What follows belongs to an exercise in optimizing a design on an open flow for small area, a short achievable clock period and few clock cycles; a production flow would make more cautious choices.
Only simulation tests tie the RTL to the original design; equivalence was not proved.

==> flow/design.v (excerpt) <==
module thermy_ck8 #(
    parameter WMAX = 32,
    parameter AW   = 5,
    parameter [7:0] PRE0 = 8'h51,
    parameter [7:0] PRE1 = 8'h78
) (
    input  wire        clk,
    input  wire        rst,
    input  wire        cmd_valid,
    output wire        cmd_ready,
    input  wire [31:0] cmd_data,
    output reg  [31:0] res,
    output reg         res_valid,
    output wire        out_valid,
    input  wire        out_ready,
    output wire [7:0]  out_data
);
Size in the first run: roughly 5100 cells after synthesis, ~870 flip-flops, roughly 79 I/O pins, about 0.050 mm² of cells after synthesis.
clock: 20.0 ns
lec_check: 0
cap_margin: 20
core_margin: 2
core_utilization: 30
cts_cluster_diameter: 150
cts_cluster_size: 20
place_density: 0.45
slew_margin: 20
run.sh (not shown) runs the stock make flow with config.mk's settings and CLKGATE_MAP_FILE= SYNTH_SCRIPT=/design/flow/synth_recipe.tcl, a recipe that flattens the netlist after the stock synthesis.
The first run went through all stages and came out clean.
Testbench counts at the start, summed over its fixed seeds: cycles 10,584.
Then changed:
==> flow/flow/run.sh (new file) <==
#!/bin/bash
set -euo pipefail
bash standard.sh SETUP_SLACK_MARGIN=14.6 SKIP_GATE_CLONING=1 \
    "BUFFER_PORTS_ARGS=-buffer_cell sky130_fd_sc_hd__buf_4" finish > standard_make.log 2>&1
==> flow/standard.sh (new file) <==
#!/bin/bash
# synth_recipe.tcl (not shown) runs the flow's synth.tcl, then flattens the netlist and writes it again
# the make line also repeats each setting of config.mk as NAME=value (left out here)
make -C /OpenROAD-flow-scripts/flow DESIGN_CONFIG=/design/flow/config.mk WORK_HOME=/design/flow/orfs CLKGATE_MAP_FILE= SYNTH_SCRIPT=/design/flow/synth_recipe.tcl "${@:-finish}"
removed: flow/run.sh
Count of clock-buffer cells in the layout shrinks by 3.
Via count goes up by about 1%.
Wire length goes up by 1.8%.
Global-route usage increases by 0.19 points.
First-iteration DRC count climbs by about 20%.
Die area does not change.

* * *

## job 1962
Another version of the RTL of thermy_ck8 (not shown whole).
Size in the first run: ~890 flip-flops, about 79 I/O pins, roughly 0.050 mm^2 of cells after synthesis.
clock: 20.0 ns
lec_check: 0
cap_margin: 20
core_margin: 2
core_utilization: 20
cts_buf_list: sky130_fd_sc_hd__clkbuf_4 sky130_fd_sc_hd__clkbuf_8
cts_cluster_size: 20
place_density: 0.3
slew_margin: 20
Stock flow here: none of the scripts above is used.
Testbench counts of job 1962, summed over its fixed seeds: cycles 10,576.
Setup changes, job 1962 to job 4241
# job 1962
export LEC_CHECK = 0
export CAP_MARGIN = 20
export CORE_MARGIN = 2
export CORE_UTILIZATION = 20
export CTS_BUF_LIST = sky130_fd_sc_hd__clkbuf_4 sky130_fd_sc_hd__clkbuf_8
export CTS_CLUSTER_SIZE = 20
export PLACE_DENSITY = 0.3
export SLEW_MARGIN = 20
create_clock -name core_clock -period 20.0 [get_ports {clk}]
# job 4241
export LEC_CHECK = 0
export CAP_MARGIN = 20
export CORE_MARGIN = 2
export CORE_UTILIZATION = 50
export PLACE_DENSITY = 0.6
export SLEW_MARGIN = 20
create_clock -name core_clock -period 20.0 [get_ports {clk}]
==> flow/flow/run.sh (new file) <==
#!/bin/bash
set -euo pipefail
bash standard.sh SETUP_SLACK_MARGIN=14.4 SKIP_GATE_CLONING=1 \
    "BUFFER_PORTS_ARGS=-buffer_cell sky130_fd_sc_hd__buf_4" finish > standard_make.log 2>&1
==> flow/standard.sh (new file) <==
#!/bin/bash
# synth_recipe.tcl (not shown) runs the flow's synth.tcl, then flattens the netlist and writes it again
# the make line also repeats each setting of config.mk as NAME=value (left out here)
make -C /OpenROAD-flow-scripts/flow DESIGN_CONFIG=/design/flow/config.mk WORK_HOME=/design/flow/orfs CLKGATE_MAP_FILE= SYNTH_SCRIPT=/design/flow/synth_recipe.tcl "${@:-finish}"
removed: flow/run.sh
## What came out
Measured against job 1962, the routed metal-1 wirelength of job 4241 comes out at 0.68 times the reference value. The layout filler cell count in job 1962 is 3.1 times that in job 4241. On core utilization: between job 1962 and job 4241, it ends up lower for job 1962.
#### Input delta (job 1847 over job 4241)
# job 4241
export LEC_CHECK = 0
export CAP_MARGIN = 20
export CORE_MARGIN = 2
export CORE_UTILIZATION = 50
export PLACE_DENSITY = 0.6
export SLEW_MARGIN = 20
create_clock -name core_clock -period 20.0 [get_ports {clk}]
# job 1847
export LEC_CHECK = 0
export CAP_MARGIN = 20
export CORE_MARGIN = 2
export CORE_UTILIZATION = 20
export PLACE_DENSITY = 0.3
export SLEW_MARGIN = 20
create_clock -name core_clock -period 20.0 [get_ports {clk}]
==> flow/flow/run.sh <==
#!/bin/bash
set -euo pipefail
bash standard.sh SETUP_SLACK_MARGIN=${MARGIN:-14.4} SKIP_GATE_CLONING=1 finish > standard_make.log 2>&1
Notes after the runs:
- met3 global-route usage in job 1847 is 2.9 points lower than in job 4241
- For job 1847, the cell with the largest stage delay on the worst path was sky130_fd_sc_hd__dfxtp_1, unlike job 4241, where it was sky130_fd_sc_hd__or4_1.
- Going from job 4241 to job 1847, initial antenna violation count went up; detailed-routed wire length on met2 went up.
- Side by side, count of filler cells inserted in the layout turned out higher in job 1847 than in job 4241.
- Fmax: job 1847 above job 4241
- Compared with job 4241, die area in job 1847 increased by more than 100%.
### job 1847 -> job 5853
==> flow/flow/run.sh <==
#!/bin/bash
set -euo pipefail
bash standard.sh SETUP_SLACK_MARGIN=14.8 SKIP_GATE_CLONING=1 \
    "BUFFER_PORTS_ARGS=-buffer_cell sky130_fd_sc_hd__buf_4" finish > standard_make.log 2>&1
==> summary.txt <==
Between job 1847 and job 5853, the flow reports number of non-clock buffers increasing by more than half. Job 5853 vs. job 1847: shortest period the worst path allows now smaller; number of enable flip-flop cells after synthesis comparable. met1 as the layer with the highest usage after global routing was reported by job 5853, and met2 by job 1847. Against job 1847, the final cell area of job 5853 is higher. Note that the layout clock buffer count recorded for job 1847 amounts to 0.948 times the value seen in job 5853. Global routing usage on met2 ends up lower on job 5853. Cell count: job 5853 higher than job 1847. Job 5853: final antenna diode count 2 below job 1847. Diff job 1847 -> job 5853: met1 usage in global routing went up; CTS buffer count went up; register cell area after layout went up.

==> what the ideal ports hide <==
How much do the figures lean on ideal ports? The routed layouts below were timed once more, with nothing changed but the port constraints.
Step 1 (the two cells are an assumption about what drives the block):
set clk [get_ports {clk}]
set_driving_cell -lib_cell sky130_fd_sc_hd__clkbuf_16 $clk
set_driving_cell -lib_cell sky130_fd_sc_hd__buf_2 [delete_from_list [all_inputs] $clk]
Step 2 also shifts input and output timing later by t, the mid clock arrival at the registers, as if the neighbouring blocks saw the same clock.
Three values: ideal, step 1, step 2; two values: the first two.
run | t (ns) | setup WS [ns] | slew at the worst register clock pin (ns)
the first run of note 1 | 0.728 | 13.347 / 13.347 / 13.347 | 0.10 / 0.10
the second run of note 1 | 0.754 | 14.611 / 14.611 / 13.988 | 0.10 / 0.10
job 1962 | 1.006 | 13.618 / 13.618 / 13.618 | 0.07 / 0.07
job 4241 | 0.751 | 14.430 / 14.430 / 14.158 | 0.07 / 0.07
job 1847 | 0.813 | 14.499 / 14.423 / 13.926 | 0.07 / 0.07
job 5853 | 0.825 | 14.547 / 14.466 / 14.227 | 0.07 / 0.07
After both steps setup and hold are still met in every run listed. The setup slack of the second run of note 1, which loses most, moves by 0.000 ns with the drivers and by -0.623 ns with both steps.
